This is an optimization exercise on Yosys and OpenROAD, whose aim is small area, a short achievable clock period and few clock cycles, not a production implementation. Only simulation tests tie the RTL to the original design; equivalence was not proved.

--- flow/design.v ---
module eadogm_sin_rom (
    input  wire [6:0] index,
    output reg  [6:0] data
);
    always @(*) begin
        case (index)
            7'd0: data = 7'd0;
            7'd1: data = 7'd2;
            7'd2: data = 7'd3;
            7'd3: data = 7'd5;
            7'd4: data = 7'd6;
            7'd5: data = 7'd8;
            7'd6: data = 7'd9;
            7'd7: data = 7'd11;
            7'd8: data = 7'd12;
            7'd9: data = 7'd14;
            7'd10: data = 7'd16;
            7'd11: data = 7'd17;
            7'd12: data = 7'd19;
            7'd13: data = 7'd20;
            7'd14: data = 7'd22;
            7'd15: data = 7'd23;
            7'd16: data = 7'd24;
            7'd17: data = 7'd26;
            7'd18: data = 7'd27;
            7'd19: data = 7'd29;
            7'd20: data = 7'd30;
            7'd21: data = 7'd32;
            7'd22: data = 7'd33;
            7'd23: data = 7'd34;
            7'd24: data = 7'd36;
            7'd25: data = 7'd37;
            7'd26: data = 7'd38;
            7'd27: data = 7'd39;
            7'd28: data = 7'd41;
            7'd29: data = 7'd42;
            7'd30: data = 7'd43;
            7'd31: data = 7'd44;
            7'd32: data = 7'd45;
            7'd33: data = 7'd46;
            7'd34: data = 7'd47;
            7'd35: data = 7'd48;
            7'd36: data = 7'd49;
            7'd37: data = 7'd50;
            7'd38: data = 7'd51;
            7'd39: data = 7'd52;
            7'd40: data = 7'd53;
            7'd41: data = 7'd54;
            7'd42: data = 7'd55;
            7'd43: data = 7'd56;
            7'd44: data = 7'd56;
            7'd45: data = 7'd57;
            7'd46: data = 7'd58;
            7'd47: data = 7'd59;
            7'd48: data = 7'd59;
            7'd49: data = 7'd60;
            7'd50: data = 7'd60;
            7'd51: data = 7'd61;
            7'd52: data = 7'd61;
            7'd53: data = 7'd62;
            7'd54: data = 7'd62;
            7'd55: data = 7'd62;
            7'd56: data = 7'd63;
            7'd57: data = 7'd63;
            7'd58: data = 7'd63;
            7'd59: data = 7'd64;
            7'd60: data = 7'd64;
            7'd61: data = 7'd64;
            7'd62: data = 7'd64;
            7'd63: data = 7'd64;
            7'd64: data = 7'd64;
            default: data = 7'd0;
        endcase
    end
endmodule
module eadogm_glyph_rom (
    input  wire [8:0] index,
    output reg  [7:0] data
);
    always @(*) begin
        case (index)
            9'd0: data = 8'h00;
            9'd1: data = 8'h00;
            9'd2: data = 8'h00;
            9'd3: data = 8'h00;
            9'd4: data = 8'h00;
            9'd5: data = 8'h00;
            9'd6: data = 8'h00;
            9'd7: data = 8'h5F;
            9'd8: data = 8'h00;
            9'd9: data = 8'h00;
            9'd10: data = 8'h00;
            9'd11: data = 8'h07;
            9'd12: data = 8'h00;
            9'd13: data = 8'h07;
            9'd14: data = 8'h00;
            9'd15: data = 8'h14;
            9'd16: data = 8'h7F;
            9'd17: data = 8'h14;
            9'd18: data = 8'h7F;
            9'd19: data = 8'h14;
            9'd20: data = 8'h24;
            9'd21: data = 8'h2A;
            9'd22: data = 8'h7F;
            9'd23: data = 8'h2A;
            9'd24: data = 8'h12;
            9'd25: data = 8'h23;
            9'd26: data = 8'h13;
            9'd27: data = 8'h08;
            9'd28: data = 8'h64;
            9'd29: data = 8'h62;
            9'd30: data = 8'h36;
            9'd31: data = 8'h49;
            9'd32: data = 8'h55;
            9'd33: data = 8'h22;
            9'd34: data = 8'h50;
            9'd35: data = 8'h00;
            9'd36: data = 8'h05;
            9'd37: data = 8'h03;
            9'd38: data = 8'h00;
            9'd39: data = 8'h00;
            9'd40: data = 8'h00;
            9'd41: data = 8'h1C;
            9'd42: data = 8'h22;
            9'd43: data = 8'h41;
            9'd44: data = 8'h00;
            9'd45: data = 8'h00;
            9'd46: data = 8'h41;
            9'd47: data = 8'h22;
            9'd48: data = 8'h1C;
            9'd49: data = 8'h00;
            9'd50: data = 8'h08;
            9'd51: data = 8'h2A;
            9'd52: data = 8'h1C;
            9'd53: data = 8'h2A;
            9'd54: data = 8'h08;
            9'd55: data = 8'h08;
            9'd56: data = 8'h08;
            9'd57: data = 8'h3E;
            9'd58: data = 8'h08;
            9'd59: data = 8'h08;
            9'd60: data = 8'h00;
            9'd61: data = 8'h50;
            9'd62: data = 8'h30;
            9'd63: data = 8'h00;
            9'd64: data = 8'h00;
            9'd65: data = 8'h08;
            9'd66: data = 8'h08;
            9'd67: data = 8'h08;
            9'd68: data = 8'h08;
            9'd69: data = 8'h08;
            9'd70: data = 8'h00;
            9'd71: data = 8'h60;
            9'd72: data = 8'h60;
            9'd73: data = 8'h00;
            9'd74: data = 8'h00;
            9'd75: data = 8'h20;
            9'd76: data = 8'h10;
            9'd77: data = 8'h08;
            9'd78: data = 8'h04;
            9'd79: data = 8'h02;
            9'd80: data = 8'h3E;
            9'd81: data = 8'h51;
            9'd82: data = 8'h49;
            9'd83: data = 8'h45;
            9'd84: data = 8'h3E;
            9'd85: data = 8'h00;
            9'd86: data = 8'h42;
            9'd87: data = 8'h7F;
            9'd88: data = 8'h40;
            9'd89: data = 8'h00;
            9'd90: data = 8'h42;
            9'd91: data = 8'h61;
            9'd92: data = 8'h51;
            9'd93: data = 8'h49;
            9'd94: data = 8'h46;
            9'd95: data = 8'h21;
            9'd96: data = 8'h41;
            9'd97: data = 8'h45;
            9'd98: data = 8'h4B;
            9'd99: data = 8'h31;
            9'd100: data = 8'h18;
            9'd101: data = 8'h14;
            9'd102: data = 8'h12;
            9'd103: data = 8'h7F;
            9'd104: data = 8'h10;
            9'd105: data = 8'h27;
            9'd106: data = 8'h45;
            9'd107: data = 8'h45;
            9'd108: data = 8'h45;
            9'd109: data = 8'h39;
            9'd110: data = 8'h3C;
            9'd111: data = 8'h4A;
            9'd112: data = 8'h49;
            9'd113: data = 8'h49;
            9'd114: data = 8'h30;
            9'd115: data = 8'h01;
            9'd116: data = 8'h71;
            9'd117: data = 8'h09;
            9'd118: data = 8'h05;
            9'd119: data = 8'h03;
            9'd120: data = 8'h36;
            9'd121: data = 8'h49;
            9'd122: data = 8'h49;
            9'd123: data = 8'h49;
            9'd124: data = 8'h36;
            9'd125: data = 8'h06;
            9'd126: data = 8'h49;
            9'd127: data = 8'h49;
            9'd128: data = 8'h29;
            9'd129: data = 8'h1E;
            9'd130: data = 8'h00;
            9'd131: data = 8'h36;
            9'd132: data = 8'h36;
            9'd133: data = 8'h00;
            9'd134: data = 8'h00;
            9'd135: data = 8'h00;
            9'd136: data = 8'h56;
            9'd137: data = 8'h36;
            9'd138: data = 8'h00;
            9'd139: data = 8'h00;
            9'd140: data = 8'h00;
            9'd141: data = 8'h08;
            9'd142: data = 8'h14;
            9'd143: data = 8'h22;
            9'd144: data = 8'h41;
            9'd145: data = 8'h14;
            9'd146: data = 8'h14;
            9'd147: data = 8'h14;
            9'd148: data = 8'h14;
            9'd149: data = 8'h14;
            9'd150: data = 8'h41;
            9'd151: data = 8'h22;
            9'd152: data = 8'h14;
            9'd153: data = 8'h08;
            9'd154: data = 8'h00;
            9'd155: data = 8'h02;
            9'd156: data = 8'h01;
            9'd157: data = 8'h51;
            9'd158: data = 8'h09;
            9'd159: data = 8'h06;
            9'd160: data = 8'h32;
            9'd161: data = 8'h49;
            9'd162: data = 8'h79;
            9'd163: data = 8'h41;
            9'd164: data = 8'h3E;
            9'd165: data = 8'h7E;
            9'd166: data = 8'h11;
            9'd167: data = 8'h11;
            9'd168: data = 8'h11;
            9'd169: data = 8'h7E;
            9'd170: data = 8'h7F;
            9'd171: data = 8'h49;
            9'd172: data = 8'h49;
            9'd173: data = 8'h49;
            9'd174: data = 8'h36;
            9'd175: data = 8'h3E;
            9'd176: data = 8'h41;
            9'd177: data = 8'h41;
            9'd178: data = 8'h41;
            9'd179: data = 8'h22;
            9'd180: data = 8'h7F;
            9'd181: data = 8'h41;
            9'd182: data = 8'h41;
            9'd183: data = 8'h22;
            9'd184: data = 8'h1C;
            9'd185: data = 8'h7F;
            9'd186: data = 8'h49;
            9'd187: data = 8'h49;
            9'd188: data = 8'h49;
            9'd189: data = 8'h41;
            9'd190: data = 8'h7F;
            9'd191: data = 8'h09;
            9'd192: data = 8'h09;
            9'd193: data = 8'h01;
            9'd194: data = 8'h01;
            9'd195: data = 8'h3E;
            9'd196: data = 8'h41;
            9'd197: data = 8'h41;
            9'd198: data = 8'h51;
            9'd199: data = 8'h32;
            9'd200: data = 8'h7F;
            9'd201: data = 8'h08;
            9'd202: data = 8'h08;
            9'd203: data = 8'h08;
            9'd204: data = 8'h7F;
            9'd205: data = 8'h00;
            9'd206: data = 8'h41;
            9'd207: data = 8'h7F;
            9'd208: data = 8'h41;
            9'd209: data = 8'h00;
            9'd210: data = 8'h20;
            9'd211: data = 8'h40;
            9'd212: data = 8'h41;
            9'd213: data = 8'h3F;
            9'd214: data = 8'h01;
            9'd215: data = 8'h7F;
            9'd216: data = 8'h08;
            9'd217: data = 8'h14;
            9'd218: data = 8'h22;
            9'd219: data = 8'h41;
            9'd220: data = 8'h7F;
            9'd221: data = 8'h40;
            9'd222: data = 8'h40;
            9'd223: data = 8'h40;
            9'd224: data = 8'h40;
            9'd225: data = 8'h7F;
            9'd226: data = 8'h02;
            9'd227: data = 8'h04;
            9'd228: data = 8'h02;
            9'd229: data = 8'h7F;
            9'd230: data = 8'h7F;
            9'd231: data = 8'h04;
            9'd232: data = 8'h08;
            9'd233: data = 8'h10;
            9'd234: data = 8'h7F;
            9'd235: data = 8'h3E;
            9'd236: data = 8'h41;
            9'd237: data = 8'h41;
            9'd238: data = 8'h41;
            9'd239: data = 8'h3E;
            9'd240: data = 8'h7F;
            9'd241: data = 8'h09;
            9'd242: data = 8'h09;
            9'd243: data = 8'h09;
            9'd244: data = 8'h06;
            9'd245: data = 8'h3E;
            9'd246: data = 8'h41;
            9'd247: data = 8'h51;
            9'd248: data = 8'h21;
            9'd249: data = 8'h5E;
            9'd250: data = 8'h7F;
            9'd251: data = 8'h09;
            9'd252: data = 8'h19;
            9'd253: data = 8'h29;
            9'd254: data = 8'h46;
            9'd255: data = 8'h46;
            9'd256: data = 8'h49;
            9'd257: data = 8'h49;
            9'd258: data = 8'h49;
            9'd259: data = 8'h31;
            9'd260: data = 8'h01;
            9'd261: data = 8'h01;
            9'd262: data = 8'h7F;
            9'd263: data = 8'h01;
            9'd264: data = 8'h01;
            9'd265: data = 8'h3F;
            9'd266: data = 8'h40;
            9'd267: data = 8'h40;
            9'd268: data = 8'h40;
            9'd269: data = 8'h3F;
            9'd270: data = 8'h1F;
            9'd271: data = 8'h20;
            9'd272: data = 8'h40;
            9'd273: data = 8'h20;
            9'd274: data = 8'h1F;
            9'd275: data = 8'h7F;
            9'd276: data = 8'h20;
            9'd277: data = 8'h18;
            9'd278: data = 8'h20;
            9'd279: data = 8'h7F;
            9'd280: data = 8'h63;
            9'd281: data = 8'h14;
            9'd282: data = 8'h08;
            9'd283: data = 8'h14;
            9'd284: data = 8'h63;
            9'd285: data = 8'h03;
            9'd286: data = 8'h04;
            9'd287: data = 8'h78;
            9'd288: data = 8'h04;
            9'd289: data = 8'h03;
            9'd290: data = 8'h61;
            9'd291: data = 8'h51;
            9'd292: data = 8'h49;
            9'd293: data = 8'h45;
            9'd294: data = 8'h43;
            9'd295: data = 8'h00;
            9'd296: data = 8'h00;
            9'd297: data = 8'h7F;
            9'd298: data = 8'h41;
            9'd299: data = 8'h41;
            9'd300: data = 8'h02;
            9'd301: data = 8'h04;
            9'd302: data = 8'h08;
            9'd303: data = 8'h10;
            9'd304: data = 8'h20;
            9'd305: data = 8'h41;
            9'd306: data = 8'h41;
            9'd307: data = 8'h7F;
            9'd308: data = 8'h00;
            9'd309: data = 8'h00;
            9'd310: data = 8'h04;
            9'd311: data = 8'h02;
            9'd312: data = 8'h01;
            9'd313: data = 8'h02;
            9'd314: data = 8'h04;
            9'd315: data = 8'h40;
            9'd316: data = 8'h40;
            9'd317: data = 8'h40;
            9'd318: data = 8'h40;
            9'd319: data = 8'h40;
            9'd320: data = 8'h00;
            9'd321: data = 8'h01;
            9'd322: data = 8'h02;
            9'd323: data = 8'h04;
            9'd324: data = 8'h00;
            9'd325: data = 8'h20;
            9'd326: data = 8'h54;
            9'd327: data = 8'h54;
            9'd328: data = 8'h54;
            9'd329: data = 8'h78;
            9'd330: data = 8'h7F;
            9'd331: data = 8'h48;
            9'd332: data = 8'h44;
            9'd333: data = 8'h44;
            9'd334: data = 8'h38;
            9'd335: data = 8'h38;
            9'd336: data = 8'h44;
            9'd337: data = 8'h44;
            9'd338: data = 8'h44;
            9'd339: data = 8'h20;
            9'd340: data = 8'h38;
            9'd341: data = 8'h44;
            9'd342: data = 8'h44;
            9'd343: data = 8'h48;
            9'd344: data = 8'h7F;
            9'd345: data = 8'h38;
            9'd346: data = 8'h54;
            9'd347: data = 8'h54;
            9'd348: data = 8'h54;
            9'd349: data = 8'h18;
            9'd350: data = 8'h08;
            9'd351: data = 8'h7E;
            9'd352: data = 8'h09;
            9'd353: data = 8'h01;
            9'd354: data = 8'h02;
            9'd355: data = 8'h08;
            9'd356: data = 8'h14;
            9'd357: data = 8'h54;
            9'd358: data = 8'h54;
            9'd359: data = 8'h3C;
            9'd360: data = 8'h7F;
            9'd361: data = 8'h08;
            9'd362: data = 8'h04;
            9'd363: data = 8'h04;
            9'd364: data = 8'h78;
            9'd365: data = 8'h00;
            9'd366: data = 8'h44;
            9'd367: data = 8'h7D;
            9'd368: data = 8'h40;
            9'd369: data = 8'h00;
            9'd370: data = 8'h20;
            9'd371: data = 8'h40;
            9'd372: data = 8'h44;
            9'd373: data = 8'h3D;
            9'd374: data = 8'h00;
            9'd375: data = 8'h00;
            9'd376: data = 8'h7F;
            9'd377: data = 8'h10;
            9'd378: data = 8'h28;
            9'd379: data = 8'h44;
            9'd380: data = 8'h00;
            9'd381: data = 8'h41;
            9'd382: data = 8'h7F;
            9'd383: data = 8'h40;
            9'd384: data = 8'h00;
            9'd385: data = 8'h7C;
            9'd386: data = 8'h04;
            9'd387: data = 8'h18;
            9'd388: data = 8'h04;
            9'd389: data = 8'h78;
            9'd390: data = 8'h7C;
            9'd391: data = 8'h08;
            9'd392: data = 8'h04;
            9'd393: data = 8'h04;
            9'd394: data = 8'h78;
            9'd395: data = 8'h38;
            9'd396: data = 8'h44;
            9'd397: data = 8'h44;
            9'd398: data = 8'h44;
            9'd399: data = 8'h38;
            9'd400: data = 8'h7C;
            9'd401: data = 8'h14;
            9'd402: data = 8'h14;
            9'd403: data = 8'h14;
            9'd404: data = 8'h08;
            9'd405: data = 8'h08;
            9'd406: data = 8'h14;
            9'd407: data = 8'h14;
            9'd408: data = 8'h18;
            9'd409: data = 8'h7C;
            9'd410: data = 8'h7C;
            9'd411: data = 8'h08;
            9'd412: data = 8'h04;
            9'd413: data = 8'h04;
            9'd414: data = 8'h08;
            9'd415: data = 8'h48;
            9'd416: data = 8'h54;
            9'd417: data = 8'h54;
            9'd418: data = 8'h54;
            9'd419: data = 8'h20;
            9'd420: data = 8'h04;
            9'd421: data = 8'h3F;
            9'd422: data = 8'h44;
            9'd423: data = 8'h40;
            9'd424: data = 8'h20;
            9'd425: data = 8'h3C;
            9'd426: data = 8'h40;
            9'd427: data = 8'h40;
            9'd428: data = 8'h20;
            9'd429: data = 8'h7C;
            9'd430: data = 8'h1C;
            9'd431: data = 8'h20;
            9'd432: data = 8'h40;
            9'd433: data = 8'h20;
            9'd434: data = 8'h1C;
            9'd435: data = 8'h3C;
            9'd436: data = 8'h40;
            9'd437: data = 8'h30;
            9'd438: data = 8'h40;
            9'd439: data = 8'h3C;
            9'd440: data = 8'h44;
            9'd441: data = 8'h28;
            9'd442: data = 8'h10;
            9'd443: data = 8'h28;
            9'd444: data = 8'h44;
            9'd445: data = 8'h0C;
            9'd446: data = 8'h50;
            9'd447: data = 8'h50;
            9'd448: data = 8'h50;
            9'd449: data = 8'h3C;
            9'd450: data = 8'h44;
            9'd451: data = 8'h64;
            9'd452: data = 8'h54;
            9'd453: data = 8'h4C;
            9'd454: data = 8'h44;
            9'd455: data = 8'h00;
            9'd456: data = 8'h08;
            9'd457: data = 8'h36;
            9'd458: data = 8'h41;
            9'd459: data = 8'h00;
            9'd460: data = 8'h00;
            9'd461: data = 8'h00;
            9'd462: data = 8'h7F;
            9'd463: data = 8'h00;
            9'd464: data = 8'h00;
            9'd465: data = 8'h00;
            9'd466: data = 8'h41;
            9'd467: data = 8'h36;
            9'd468: data = 8'h08;
            9'd469: data = 8'h00;
            9'd470: data = 8'h08;
            9'd471: data = 8'h08;
            9'd472: data = 8'h2A;
            9'd473: data = 8'h1C;
            9'd474: data = 8'h08;
            9'd475: data = 8'h08;
            9'd476: data = 8'h1C;
            9'd477: data = 8'h2A;
            9'd478: data = 8'h08;
            9'd479: data = 8'h08;
            default: data = 8'h00;
        endcase
    end
endmodule
module eadogm_core (
    input  wire        clk,
    input  wire        rst,
    input  wire        cmd_valid,
    output wire        cmd_ready,
    input  wire [63:0] cmd_word,
    output wire [2:0]  err,
    output wire [3:0]  cur_page,
    output wire [6:0]  cur_col,
    output wire [7:0]  ret,
    output reg         mem_en,
    output reg         mem_we,
    output reg  [9:0]  mem_addr,
    output reg  [7:0]  mem_wdata,
    input  wire [7:0]  mem_rdata
);
    localparam [7:0] OP_PIX    = 8'h01;
    localparam [7:0] OP_POINT  = 8'h02;
    localparam [7:0] OP_HLINE  = 8'h03;
    localparam [7:0] OP_VLINE  = 8'h04;
    localparam [7:0] OP_LINE   = 8'h05;
    localparam [7:0] OP_RECT   = 8'h06;
    localparam [7:0] OP_ARC    = 8'h07;
    localparam [7:0] OP_PUTC   = 8'h08;
    localparam [7:0] OP_SETPG  = 8'h09;
    localparam [7:0] OP_SETCOL = 8'h0A;
    localparam [7:0] OP_PUTCAT = 8'h0B;
    localparam [2:0] E_OK     = 3'd0;
    localparam [2:0] E_ROW    = 3'd1;
    localparam [2:0] E_COL    = 3'd2;
    localparam [2:0] E_PAGE   = 3'd3;
    localparam [2:0] E_MODE   = 3'd4;
    localparam [2:0] E_THICK  = 3'd5;
    localparam [2:0] E_CHAR   = 3'd6;
    localparam [2:0] E_ILLEGAL= 3'd7;
    localparam [7:0] MODE_SET   = 8'h73;
    localparam [7:0] MODE_CLEAR = 8'h63;
    localparam [1:0] CTX_SIMPLE = 2'd0;
    localparam [1:0] CTX_RECT   = 2'd1;
    localparam [1:0] CTX_ARC    = 2'd2;
    localparam [4:0] S_IDLE     = 5'd0;
    localparam [4:0] S_DECODE   = 5'd1;
    localparam [4:0] S_LINE_CHK = 5'd2;
    localparam [4:0] S_PIX      = 5'd3;
    localparam [4:0] S_PIX_WR   = 5'd4;
    localparam [4:0] S_STEP     = 5'd5;
    localparam [4:0] S_LINE_RET = 5'd6;
    localparam [4:0] S_ARC_DIV  = 5'd7;
    localparam [4:0] S_ARC_SMP  = 5'd8;
    localparam [4:0] S_LF       = 5'd9;
    localparam [4:0] S_BYTE_RD  = 5'd10;
    localparam [4:0] S_BYTE_WR  = 5'd11;
    reg [4:0]  state;
    reg [2:0]  err_q;
    reg [3:0]  page_q;
    reg [6:0]  col_q;
    reg [7:0]  ret_q;
    assign cmd_ready = (state == S_IDLE);
    assign err       = err_q;
    assign cur_page  = page_q;
    assign cur_col   = col_q;
    assign ret       = ret_q;
    reg  [63:0] cmd;
    wire [7:0]  op = cmd[7:0];
    wire [7:0]  a0 = cmd[15:8];
    wire [7:0]  a1 = cmd[23:16];
    wire [7:0]  a2 = cmd[31:24];
    wire [7:0]  a3 = cmd[39:32];
    wire [7:0]  a4 = cmd[47:40];
    wire [7:0]  a5 = cmd[55:48];
    wire [7:0]  a6 = cmd[63:56];
    reg [1:0]         ctx;           
    reg [7:0]         lt;            
    reg [7:0]         lm;            
    reg signed [10:0] sx1, sy1, sx2, sy2;    
    reg [2:0]         lcode;         
    reg [2:0]         first_err;     
    reg [1:0]         side;          
    reg [6:0]         lx, lx_end;    
    reg [6:0]         ly;            
    reg [6:0]         ldx, ldy;
    reg signed [8:0]  lerr;
    reg               steep;
    reg               ystep_neg;
    reg [2:0]         pix_idx;       
    reg [9:0]         pix_addr;
    reg [7:0]         pix_mask;
    reg [8:0]         dw;            
    reg [9:0]         steps;         
    reg [9:0]         arc_i;         
    reg [17:0]        arc_num;       
    reg signed [10:0] px, py;        
    reg [17:0]        div_num;
    reg [10:0]        div_rem;
    reg [8:0]         div_q;
    reg [4:0]         div_cnt;
    reg [2:0]         tpage;         
    reg [6:0]         tcol;          
    reg [2:0]         gk;            
    reg               spill;         
    reg [2:0]         shift;         
    reg               positional;    
    reg [7:0]         gchar;         
    wire y1_bad = (sy1 < 0) || (sy1 > 63);
    wire x1_bad = (sx1 < 0) || (sx1 > 127);
    wire y2_bad = (sy2 < 0) || (sy2 > 63);
    wire x2_bad = (sx2 < 0) || (sx2 > 127);
    reg [2:0] chk_code;
    always @(*) begin
        if (lt > 8'd1)                               chk_code = E_THICK;
        else if (lm != MODE_SET && lm != MODE_CLEAR) chk_code = E_MODE;
        else if (y1_bad)                             chk_code = E_ROW;
        else if (x1_bad)                             chk_code = E_COL;
        else if (y2_bad)                             chk_code = E_ROW;
        else if (x2_bad)                             chk_code = E_COL;
        else                                         chk_code = E_OK;
    end
    wire [6:0] ux1 = sx1[6:0];
    wire [6:0] uy1 = sy1[6:0];
    wire [6:0] ux2 = sx2[6:0];
    wire [6:0] uy2 = sy2[6:0];
    wire [6:0] adx = (ux2 > ux1) ? (ux2 - ux1) : (ux1 - ux2);
    wire [6:0] ady = (uy2 > uy1) ? (uy2 - uy1) : (uy1 - uy2);
    wire       setup_steep = (ady > adx);
    wire [6:0] ta1 = setup_steep ? uy1 : ux1;
    wire [6:0] tb1 = setup_steep ? ux1 : uy1;
    wire [6:0] ta2 = setup_steep ? uy2 : ux2;
    wire [6:0] tb2 = setup_steep ? ux2 : uy2;
    wire       setup_swap = (ta1 > ta2);
    wire [6:0] sa1 = setup_swap ? ta2 : ta1;
    wire [6:0] sb1 = setup_swap ? tb2 : tb1;
    wire [6:0] sa2 = setup_swap ? ta1 : ta2;
    wire [6:0] sb2 = setup_swap ? tb1 : tb2;
    wire [6:0] sdx = setup_steep ? ady : adx;
    wire [6:0] sdy = setup_steep ? adx : ady;
    wire [6:0] prow = steep ? lx : ly;      
    wire [6:0] pcol = steep ? ly : lx;      
    reg        pix_ok;
    reg [6:0]  pix_row;
    reg [6:0]  pix_col;
    always @(*) begin
        pix_row = prow;
        pix_col = pcol;
        pix_ok  = 1'b1;
        case (pix_idx)
            3'd0: pix_ok = 1'b1;
            3'd1: begin pix_row = prow - 7'd1; pix_ok = (prow != 7'd0);   end
            3'd2: begin pix_col = pcol - 7'd1; pix_ok = (pcol != 7'd0);   end
            3'd3: begin pix_row = prow + 7'd1; pix_ok = (prow != 7'd63);  end
            default: begin pix_col = pcol + 7'd1; pix_ok = (pcol != 7'd127); end
        endcase
    end
    wire [9:0] pix_a = {pix_row[5:3], pix_col};
    wire [7:0] pix_m = 8'd1 << pix_row[2:0];
    wire       pix_last = (lt == 8'd0) || (pix_idx == 3'd4);
    wire signed [8:0] err_sub = lerr - $signed({2'b00, ldy});
    wire [7:0] arc_cx = a0;
    wire [7:0] arc_cy = a1;
    wire [7:0] arc_r  = a2;
    wire [7:0] arc_a0 = a3;
    wire [7:0] arc_a1 = a4;
    wire [8:0]  sweep = (arc_a1 > arc_a0) ? ({1'b0, arc_a1} - {1'b0, arc_a0})
                                          : (9'd256 - {1'b0, arc_a0} + {1'b0, arc_a1});
    wire [31:0] steps_prod = arc_r * sweep * 32'd201;
    wire [17:0] steps_raw  = steps_prod[31:14];
    wire [9:0]  steps_calc = (steps_raw == 18'd0) ? 10'd1 : steps_raw[9:0];
    wire [7:0] angle     = arc_a0 + div_q[7:0];
    wire [7:0] angle_cos = angle + 8'd64;
    wire [6:0] sin_idx = angle[6]     ? (7'd64 - {1'b0, angle[5:0]})     : {1'b0, angle[5:0]};
    wire [6:0] cos_idx = angle_cos[6] ? (7'd64 - {1'b0, angle_cos[5:0]}) : {1'b0, angle_cos[5:0]};
    wire [6:0] sin_mag;
    wire [6:0] cos_mag;
    eadogm_sin_rom u_sin_rom (.index(sin_idx), .data(sin_mag));
    eadogm_sin_rom u_cos_rom (.index(cos_idx), .data(cos_mag));
    wire [14:0] sin_prod = arc_r * sin_mag;
    wire [14:0] cos_prod = arc_r * cos_mag;
    wire signed [15:0] sin_s = angle[7]     ? -$signed({1'b0, sin_prod}) : $signed({1'b0, sin_prod});
    wire signed [15:0] cos_s = angle_cos[7] ? -$signed({1'b0, cos_prod}) : $signed({1'b0, cos_prod});
    wire signed [15:0] off_y = sin_s >>> 6;
    wire signed [15:0] off_x = cos_s >>> 6;
    wire signed [10:0] smp_x = $signed({3'b000, arc_cx}) + off_x[10:0];
    wire signed [10:0] smp_y = $signed({3'b000, arc_cy}) + off_y[10:0];
    wire [10:0] div_shift = {div_rem[9:0], div_num[17]};
    wire        div_ge    = (div_shift >= {1'b0, steps});
    wire [8:0] glyph_base = ({1'b0, gchar} - 9'h20) * 9'd5;
    wire [7:0] glyph_byte;
    eadogm_glyph_rom u_glyph_rom (.index(glyph_base + {6'd0, gk}), .data(glyph_byte));
    wire [15:0] glyph_shifted = {8'd0, glyph_byte} << shift;
    wire [7:0]  text_data = spill ? glyph_shifted[15:8] : glyph_shifted[7:0];
    wire [2:0]  text_page = spill ? (tpage + 3'd1) : tpage;
    wire [6:0]  text_col  = tcol + {4'd0, gk};
    wire [3:0] norm_page = (page_q == 4'd8) ? 4'd0 : page_q;
    wire       col_wrap  = (col_q > 7'd121);
    wire [3:0] wrap_page = col_wrap ? (norm_page + 4'd1) : norm_page;
    wire [3:0] glyph_page = (wrap_page == 4'd8) ? 4'd0 : wrap_page;
    wire [1:0] side_sel = (state == S_DECODE) ? 2'd0 : (side + 2'd1);
    reg  [7:0] rx1, ry1, rx2, ry2;
    always @(*) begin
        case (side_sel)
            2'd0:    begin rx1 = a0; ry1 = a1; rx2 = a2; ry2 = a1; end
            2'd1:    begin rx1 = a0; ry1 = a3; rx2 = a2; ry2 = a3; end
            2'd2:    begin rx1 = a0; ry1 = a1; rx2 = a0; ry2 = a3; end
            default: begin rx1 = a2; ry1 = a1; rx2 = a2; ry2 = a3; end
        endcase
    end
    always @(*) begin
        mem_en    = 1'b0;
        mem_we    = 1'b0;
        mem_addr  = 10'd0;
        mem_wdata = 8'd0;
        case (state)
            S_PIX: begin
                mem_en   = pix_ok;
                mem_addr = pix_a;
            end
            S_PIX_WR: begin
                mem_en    = 1'b1;
                mem_we    = 1'b1;
                mem_addr  = pix_addr;
                mem_wdata = (lm == MODE_SET) ? (mem_rdata | pix_mask) : (mem_rdata & ~pix_mask);
            end
            S_LF: begin
                mem_en    = 1'b1;
                mem_we    = 1'b1;
                mem_addr  = {tpage, tcol};
                mem_wdata = 8'd0;
            end
            S_BYTE_RD: begin
                mem_en   = 1'b1;
                mem_addr = {text_page, text_col};
            end
            S_BYTE_WR: begin
                mem_en    = 1'b1;
                mem_we    = 1'b1;
                mem_addr  = {text_page, text_col};
                mem_wdata = mem_rdata | text_data;
            end
            default: ;
        endcase
    end
    always @(posedge clk) begin
        if (rst) begin
            state  <= S_IDLE;
            err_q  <= E_OK;
            page_q <= 4'd0;
            col_q  <= 7'd0;
            ret_q  <= 8'd0;
        end else begin
            case (state)
                S_IDLE: begin
                    if (cmd_valid) begin
                        cmd   <= cmd_word;
                        state <= S_DECODE;
                    end
                end
                S_DECODE: begin
                    ctx       <= CTX_SIMPLE;
                    first_err <= E_OK;
                    case (op)
                        OP_PIX: begin
                            lt <= 8'd0; lm <= a2;
                            sx1 <= {3'b0, a1}; sy1 <= {3'b0, a0};
                            sx2 <= {3'b0, a1}; sy2 <= {3'b0, a0};
                            state <= S_LINE_CHK;
                        end
                        OP_POINT: begin
                            lt <= a2; lm <= a3;
                            sx1 <= {3'b0, a1}; sy1 <= {3'b0, a0};
                            sx2 <= {3'b0, a1}; sy2 <= {3'b0, a0};
                            state <= S_LINE_CHK;
                        end
                        OP_HLINE: begin
                            lt <= a3; lm <= a4;
                            sx1 <= {3'b0, a0}; sy1 <= {3'b0, a2};
                            sx2 <= {3'b0, a1}; sy2 <= {3'b0, a2};
                            state <= S_LINE_CHK;
                        end
                        OP_VLINE: begin
                            lt <= a3; lm <= a4;
                            sx1 <= {3'b0, a0}; sy1 <= {3'b0, a1};
                            sx2 <= {3'b0, a0}; sy2 <= {3'b0, a2};
                            state <= S_LINE_CHK;
                        end
                        OP_LINE: begin
                            lt <= a4; lm <= a5;
                            sx1 <= {3'b0, a0}; sy1 <= {3'b0, a1};
                            sx2 <= {3'b0, a2}; sy2 <= {3'b0, a3};
                            state <= S_LINE_CHK;
                        end
                        OP_RECT: begin
                            lt <= a4; lm <= a5;
                            ctx  <= CTX_RECT;
                            side <= 2'd0;
                            sx1 <= {3'b0, rx1}; sy1 <= {3'b0, ry1};
                            sx2 <= {3'b0, rx2}; sy2 <= {3'b0, ry2};
                            state <= S_LINE_CHK;
                        end
                        OP_ARC: begin
                            lt <= a5; lm <= a6;
                            ctx <= CTX_ARC;
                            if (a5 > 8'd1) begin
                                err_q <= E_THICK;
                                state <= S_IDLE;
                            end else begin
                                dw      <= sweep;
                                steps   <= steps_calc;
                                arc_i   <= 10'd0;
                                arc_num <= 18'd0;
                                div_num <= 18'd0;
                                div_rem <= 11'd0;
                                div_q   <= 9'd0;
                                div_cnt <= 5'd0;
                                state   <= S_ARC_DIV;
                            end
                        end
                        OP_PUTC: begin
                            ret_q      <= a0;
                            gchar      <= a0;
                            positional <= 1'b0;
                            gk         <= 3'd0;
                            spill      <= 1'b0;
                            shift      <= 3'd0;
                            if (a0 == 8'h0A) begin
                                tpage <= norm_page[2:0];
                                tcol  <= col_q;
                                state <= S_LF;
                            end else if (a0 < 8'h20 || a0 > 8'h7F) begin
                                err_q <= E_CHAR;
                                state <= S_IDLE;
                            end else begin
                                tpage  <= glyph_page[2:0];
                                tcol   <= col_wrap ? 7'd0 : col_q;
                                page_q <= glyph_page;
                                col_q  <= (col_wrap ? 7'd0 : col_q) + 7'd6;
                                state  <= S_BYTE_RD;
                            end
                        end
                        OP_SETPG: begin
                            if (a0 >= 8'd8) begin
                                err_q <= E_PAGE;
                            end else begin
                                page_q <= a0[3:0];
                                err_q  <= E_OK;
                            end
                            state <= S_IDLE;
                        end
                        OP_SETCOL: begin
                            if (a0 >= 8'd121) begin
                                err_q <= E_COL;
                            end else begin
                                col_q <= a0[6:0];
                                err_q <= E_OK;
                            end
                            state <= S_IDLE;
                        end
                        OP_PUTCAT: begin
                            gchar      <= a2;
                            positional <= 1'b1;
                            gk         <= 3'd0;
                            spill      <= 1'b0;
                            shift      <= a0[2:0];
                            tpage      <= a0[5:3];
                            tcol       <= a1[6:0];
                            if (a0 >= 8'd57) begin
                                err_q <= E_ROW;
                                state <= S_IDLE;
                            end else if (a1 >= 8'd121) begin
                                err_q <= E_COL;
                                state <= S_IDLE;
                            end else if (a2 < 8'h20 || a2 > 8'h7F) begin
                                err_q <= E_CHAR;
                                state <= S_IDLE;
                            end else begin
                                state <= S_BYTE_RD;
                            end
                        end
                        default: begin
                            err_q <= E_ILLEGAL;
                            state <= S_IDLE;
                        end
                    endcase
                end
                S_LINE_CHK: begin
                    if (chk_code != E_OK) begin
                        lcode <= chk_code;
                        state <= S_LINE_RET;
                    end else begin
                        steep     <= setup_steep;
                        lx        <= sa1;
                        lx_end    <= sa2;
                        ly        <= sb1;
                        ldx       <= sdx;
                        ldy       <= sdy;
                        lerr      <= {3'b000, sdx[6:1]};
                        ystep_neg <= !(sb2 > sb1);
                        pix_idx   <= 3'd0;
                        state     <= S_PIX;
                    end
                end
                S_PIX: begin
                    if (pix_ok) begin
                        pix_addr <= pix_a;
                        pix_mask <= pix_m;
                        state    <= S_PIX_WR;
                    end else if (pix_last) begin
                        state <= S_STEP;
                    end else begin
                        pix_idx <= pix_idx + 3'd1;
                    end
                end
                S_PIX_WR: begin
                    if (pix_last) begin
                        state <= S_STEP;
                    end else begin
                        pix_idx <= pix_idx + 3'd1;
                        state   <= S_PIX;
                    end
                end
                S_STEP: begin
                    if (lx == lx_end) begin
                        lcode <= E_OK;
                        state <= S_LINE_RET;
                    end else begin
                        lx <= lx + 7'd1;
                        if (err_sub < 0) begin
                            ly   <= ystep_neg ? (ly - 7'd1) : (ly + 7'd1);
                            lerr <= err_sub + $signed({2'b00, ldx});
                        end else begin
                            lerr <= err_sub;
                        end
                        pix_idx <= 3'd0;
                        state   <= S_PIX;
                    end
                end
                S_LINE_RET: begin
                    case (ctx)
                        CTX_RECT: begin
                            if (first_err == E_OK) first_err <= lcode;
                            if (side == 2'd3) begin
                                err_q <= (first_err == E_OK) ? lcode : first_err;
                                state <= S_IDLE;
                            end else begin
                                side  <= side + 2'd1;
                                sx1 <= {3'b0, rx1}; sy1 <= {3'b0, ry1};
                                sx2 <= {3'b0, rx2}; sy2 <= {3'b0, ry2};
                                state <= S_LINE_CHK;
                            end
                        end
                        CTX_ARC: begin
                            if (first_err == E_OK) first_err <= lcode;
                            if (arc_i == steps) begin
                                err_q <= (first_err == E_OK) ? lcode : first_err;
                                state <= S_IDLE;
                            end else begin
                                arc_i   <= arc_i + 10'd1;
                                arc_num <= arc_num + {9'd0, dw};
                                div_num <= arc_num + {9'd0, dw};
                                div_rem <= 11'd0;
                                div_q   <= 9'd0;
                                div_cnt <= 5'd0;
                                state   <= S_ARC_DIV;
                            end
                        end
                        default: begin
                            err_q <= lcode;
                            state <= S_IDLE;
                        end
                    endcase
                end
                S_ARC_DIV: begin
                    div_num <= {div_num[16:0], 1'b0};
                    if (div_ge) begin
                        div_rem <= div_shift - {1'b0, steps};
                        div_q   <= {div_q[7:0], 1'b1};
                    end else begin
                        div_rem <= div_shift;
                        div_q   <= {div_q[7:0], 1'b0};
                    end
                    div_cnt <= div_cnt + 5'd1;
                    if (div_cnt == 5'd17) state <= S_ARC_SMP;
                end
                S_ARC_SMP: begin
                    px <= smp_x;
                    py <= smp_y;
                    if (arc_i == 10'd0) begin
                        arc_i   <= 10'd1;
                        arc_num <= {9'd0, dw};
                        div_num <= {9'd0, dw};
                        div_rem <= 11'd0;
                        div_q   <= 9'd0;
                        div_cnt <= 5'd0;
                        state   <= S_ARC_DIV;
                    end else begin
                        sx1   <= px;
                        sy1   <= py;
                        sx2   <= smp_x;
                        sy2   <= smp_y;
                        state <= S_LINE_CHK;
                    end
                end
                S_LF: begin
                    if (tcol == 7'd127) begin
                        page_q <= {1'b0, tpage} + 4'd1;
                        col_q  <= 7'd0;
                        err_q  <= E_OK;
                        state  <= S_IDLE;
                    end else begin
                        tcol <= tcol + 7'd1;
                    end
                end
                S_BYTE_RD: begin
                    state <= S_BYTE_WR;
                end
                S_BYTE_WR: begin
                    if (positional && shift != 3'd0 && !spill) begin
                        spill <= 1'b1;
                        state <= S_BYTE_RD;
                    end else if (gk == 3'd4) begin
                        err_q <= E_OK;
                        state <= S_IDLE;
                    end else begin
                        spill <= 1'b0;
                        gk    <= gk + 3'd1;
                        state <= S_BYTE_RD;
                    end
                end
                default: state <= S_IDLE;
            endcase
        end
    end
endmodule
--- flow/run.sh ---
#!/bin/bash
# synth_recipe.tcl (not shown) runs the flow's synth.tcl, then flattens the netlist and writes it again
# the make line also repeats each setting of config.mk as NAME=value (left out here)
make -C /OpenROAD-flow-scripts/flow DESIGN_CONFIG=/design/flow/config.mk WORK_HOME=/design/flow/orfs CLKGATE_MAP_FILE= SYNTH_SCRIPT=/design/flow/synth_recipe.tcl finish
--- flow/config.mk ---
export PLATFORM = sky130hd
export DESIGN_NAME = eadogm_core
export DESIGN_NICKNAME = eadogm_core
export VERILOG_FILES = /design/flow/design.v
export SDC_FILE = /design/flow/constraint.sdc
export NUM_CORES = 4
export LEC_CHECK = 0
export CAP_MARGIN = 20
export CORE_MARGIN = 2
export CORE_UTILIZATION = 40
export PLACE_DENSITY = 0.6
export SLEW_MARGIN = 20
--- flow/constraint.sdc ---
create_clock -name core_clock -period 12.0 [get_ports {clk}]
set_input_delay 2.4000 -clock core_clock [delete_from_list [all_inputs] [get_ports {clk}]]
set_output_delay 2.4000 -clock core_clock [all_outputs]
set_load 0.01 [all_outputs]
==> results.sh <==
export IMPL_status="no timing/DRC/antenna violations"
export IMPL_pre_cts_slack_ns=1.37
export IMPL_core_area_mm2=0.0935
export IMPL_nets=4885
export IMPL_die_w_um=311
export IMPL_postCtsHoldBufs=0
export IMPL_clockBufferDepth=3
export IMPL_synth_ff_type="edfxtp_1"
export IMPL_cpPeakStageDelay_ns=0.75
export IMPL_cp_end_kind="flip-flop"
export IMPL_grt_max_degree=68
export IMPL_cts_resized_gates=0
export IMPL_fin_skew_ns=0.0213
export IMPL_num_rows=112
export IMPL_floorplan_initialDensity=0.404
export IMPL_synth_cells=4318
export IMPL_cts_clk_slew_worst_paths_ns=0.06
export IMPL_synthesis_nets=4881
export IMPL_grt_pass1_wl_um=192000
export IMPL_setup_viol=0
export IMPL_worstPathArrival_ns=11.14
export IMPL_clk_latency_ns=0.60
export IMPL_layout_common_cells="414 x nand2_1, 352 x ha_1, 345 x inv_1"
export IMPL_worstSetupPathType="reg -> reg"
export IMPL_ys_types=99
export IMPL_cp_common_cell="inv_1"
export IMPL_path_buf_inv=6
export IMPL_clockRootBuffer="clkbuf_16"
export IMPL_clock_sinks=363
export IMPL_hpwlAfterDp_um=90100
export IMPL_fin_ws_ns=1.27
export IMPL_synth_edf_count=337
export IMPL_dieArea_mm2=0.0969
export IMPL_fin_hold_ws_ns=0.496
export IMPL_avgSynthCellArea_um2=8.75
export IMPL_async_flop_share=0
export IMPL_setup_tns_ns=0
export IMPL_track_usage=0.249
export IMPL_drive_gt1_frac=0.0613
export IMPL_vias=33800
export IMPL_slew_headroom=0.244
export IMPL_hold_viol_final=0
export IMPL_area_growth_synth_to_final_pct=10.9
export IMPL_syn_area_mm2=0.0378
export IMPL_cts_setup_buffers=0
export IMPL_htreeDepth=2
export IMPL_slowest_stage="a221oi_1"
export IMPL_hold_class="reg -> reg"
export IMPL_vias_per_cell=6.03
export IMPL_fmax_ghz=0.0932
export IMPL_io_pins=118
export IMPL_dieHeight_um=311
export IMPL_critPathLaunchType="flip-flop"
export IMPL_totalWireLength_um=124000
export IMPL_yosys_register_bits=363
export IMPL_rsz0062_at_grt="no"
export IMPL_crit_required_ns=12.41
export IMPL_cts_tree="done"
export IMPL_maxCapViolations=0
export IMPL_grt_pass1_vias=32300
export IMPL_synth_warnings=3
export IMPL_report_final_slew_viol_count=0
export IMPL_final_util=0.448
export IMPL_drtPass1Iterations=9
export IMPL_synth_top_area_frac=0.268
export IMPL_yosys_top_cells_area="edfxtp_1 27%, ha_1 12%, fa_1 7.2%"
export IMPL_layout_commonest_cell="nand2_1"
export IMPL_yosys_area_top_type="edfxtp_1"
export IMPL_crit_family="adder cells"
export IMPL_tightest_slew_ns=1.13
export IMPL_cts_buffers=46
export IMPL_gp_congestion=1.00
export IMPL_overflow=0
export IMPL_drtAntennaViolNets=0
export IMPL_worst_path_max_fanout=8
export IMPL_port_buffers=117
export IMPL_yosysSeqAreaShare=0.282
export IMPL_dr_first_iter_drc_count=4179
export IMPL_fin_crit_ns=10.73
export IMPL_wl_per_cell_um=22.1
export IMPL_diodes=0
export IMPL_fin_crit_sh=0.894
export IMPL_antenna_found_initial=1
export IMPL_drc_errors=0
-- through the flow --
step           instance area (um2)  instances
6_report                     41900       5613
5_1_grt                      41900       5613
4_1_cts                      41900       5613
3_5_place_dp                 40300       5528
3_3_place_gp                 40300       5528
2_1_floorplan                37800       4318
-- path summary, 6_finish.rpt --
check / slack [ns] / depth (start not counted) / from / to
min reg2reg: 0.50 / 2 / ret_q[3] / ret_q[3]
max reg2reg: 1.27 / 38 / cmd[32] / sy2[10]
max: 1.27 / 38 / cmd[32] / sy2[10]
min: 0.50 / 2 / ret_q[3] / ret_q[3]
-- cells in the mapped netlist (42+ instances only) --
library cell	n
a21o_1	64
a21oi_1	308
a31oi_1	55
and2_1	148
clkbuf_1	188
edfxtp_1	337
fa_1	136
ha_1	352
inv_1	345
mux2i_1	120
nand2_1	414
nand2b_1	43
nand3_1	88
nor2_1	338
nor2b_1	69
nor3_1	92
o211ai_1	46
o21ai_0	213
o22ai_1	42
xnor2_1	130
xor2_1	85
-- state kept, by name, indices dropped and copies added, names as in the netlist, 10 cells and up --
signal and count:
div_rem 10, py 11, steps 10, sx2 11, sy2 11, div_num 18
pix_addr 10, arc_i 10, cmd 64, px 11, sy1 11, arc_num 18
sx1 11
-- worst register-to-register path: cells and delay by family, from the launching register on --
family,cells,cell delay (ns)
AO/OA/AOI/OAI,10,2.99
XOR/XNOR,2,0.31
adder cells (fa/ha/maj),10,4.27
buffers and inverters,6,0.34
flip-flops,1,0.54
multiplexers,1,0.32
AND/OR/NAND/NOR,9,1.76
-- area by class of cell --
type / instances / area (um2)
repair buffers: 200 / 1790
clock buffers: 57 / 1190
flip-flops and latches: 363 / 10600
multi-input cells: 3365 / 25100
inverters: 346 / 1300
clock inverters: 28 / 342
fillers: 9167 / 51600
well taps: 1254 / 1570
-- routing by layer --
layer | GRT usage | wire length (um) | vias to the layer above
li1 | - | - | 15700
met1 | 0.348 | 54000 | 16100
met2 | 0.387 | 54000 | 1657
met3 | 0.0370 | 10900 | 353
met4 | 0.0997 | 5420 | 0
met5 | 0 | 0 | -
-- kinds of logic after synthesis --
group | Yosys count | share of synthesized area
and+or+nand+nor | 1346 | 0.170
AOI/OAI and AO/OA | 1156 | 0.205
muxes | 152 | 0.0413
adders and majority gates | 490 | 0.189
buffers and inverters | 590 | 0.0598
xor gates and xnor gates | 221 | 0.0529
DFF | 363 | 0.282
Testbench counts, summed over its fixed seeds: cycles 1,027,015.

afterwards: timing with drivers on the ports:
In the flow no input, the clock included, has a driving cell. The finished layout below was timed again as built, in two steps. Step 1 (the two cells are an assumption about what drives the block):
set clk [get_ports {clk}]
set_driving_cell -lib_cell sky130_fd_sc_hd__clkbuf_16 $clk
set_driving_cell -lib_cell sky130_fd_sc_hd__buf_2 [delete_from_list [all_inputs] $clk]
Step 2 also shifts input and output timing later by t, the mid clock arrival at the registers, as if the neighbouring blocks saw the same clock. Three values: no drivers, after step 1, after step 2; two values: the first two.
shift t [ns]: 0.661
setup slack, ns: 1.274 / 1.274 / 1.274
latest minus earliest clock arrival (ns): 0.022 / 0.021
slew at the worst register clock pin (ns): 0.07 / 0.07
worst data-port slew with drivers (ns): 0.10
After both steps this run still meets setup and hold. The setup slack of this run moves by 0.000 ns with the drivers and by 0.000 ns with both steps.
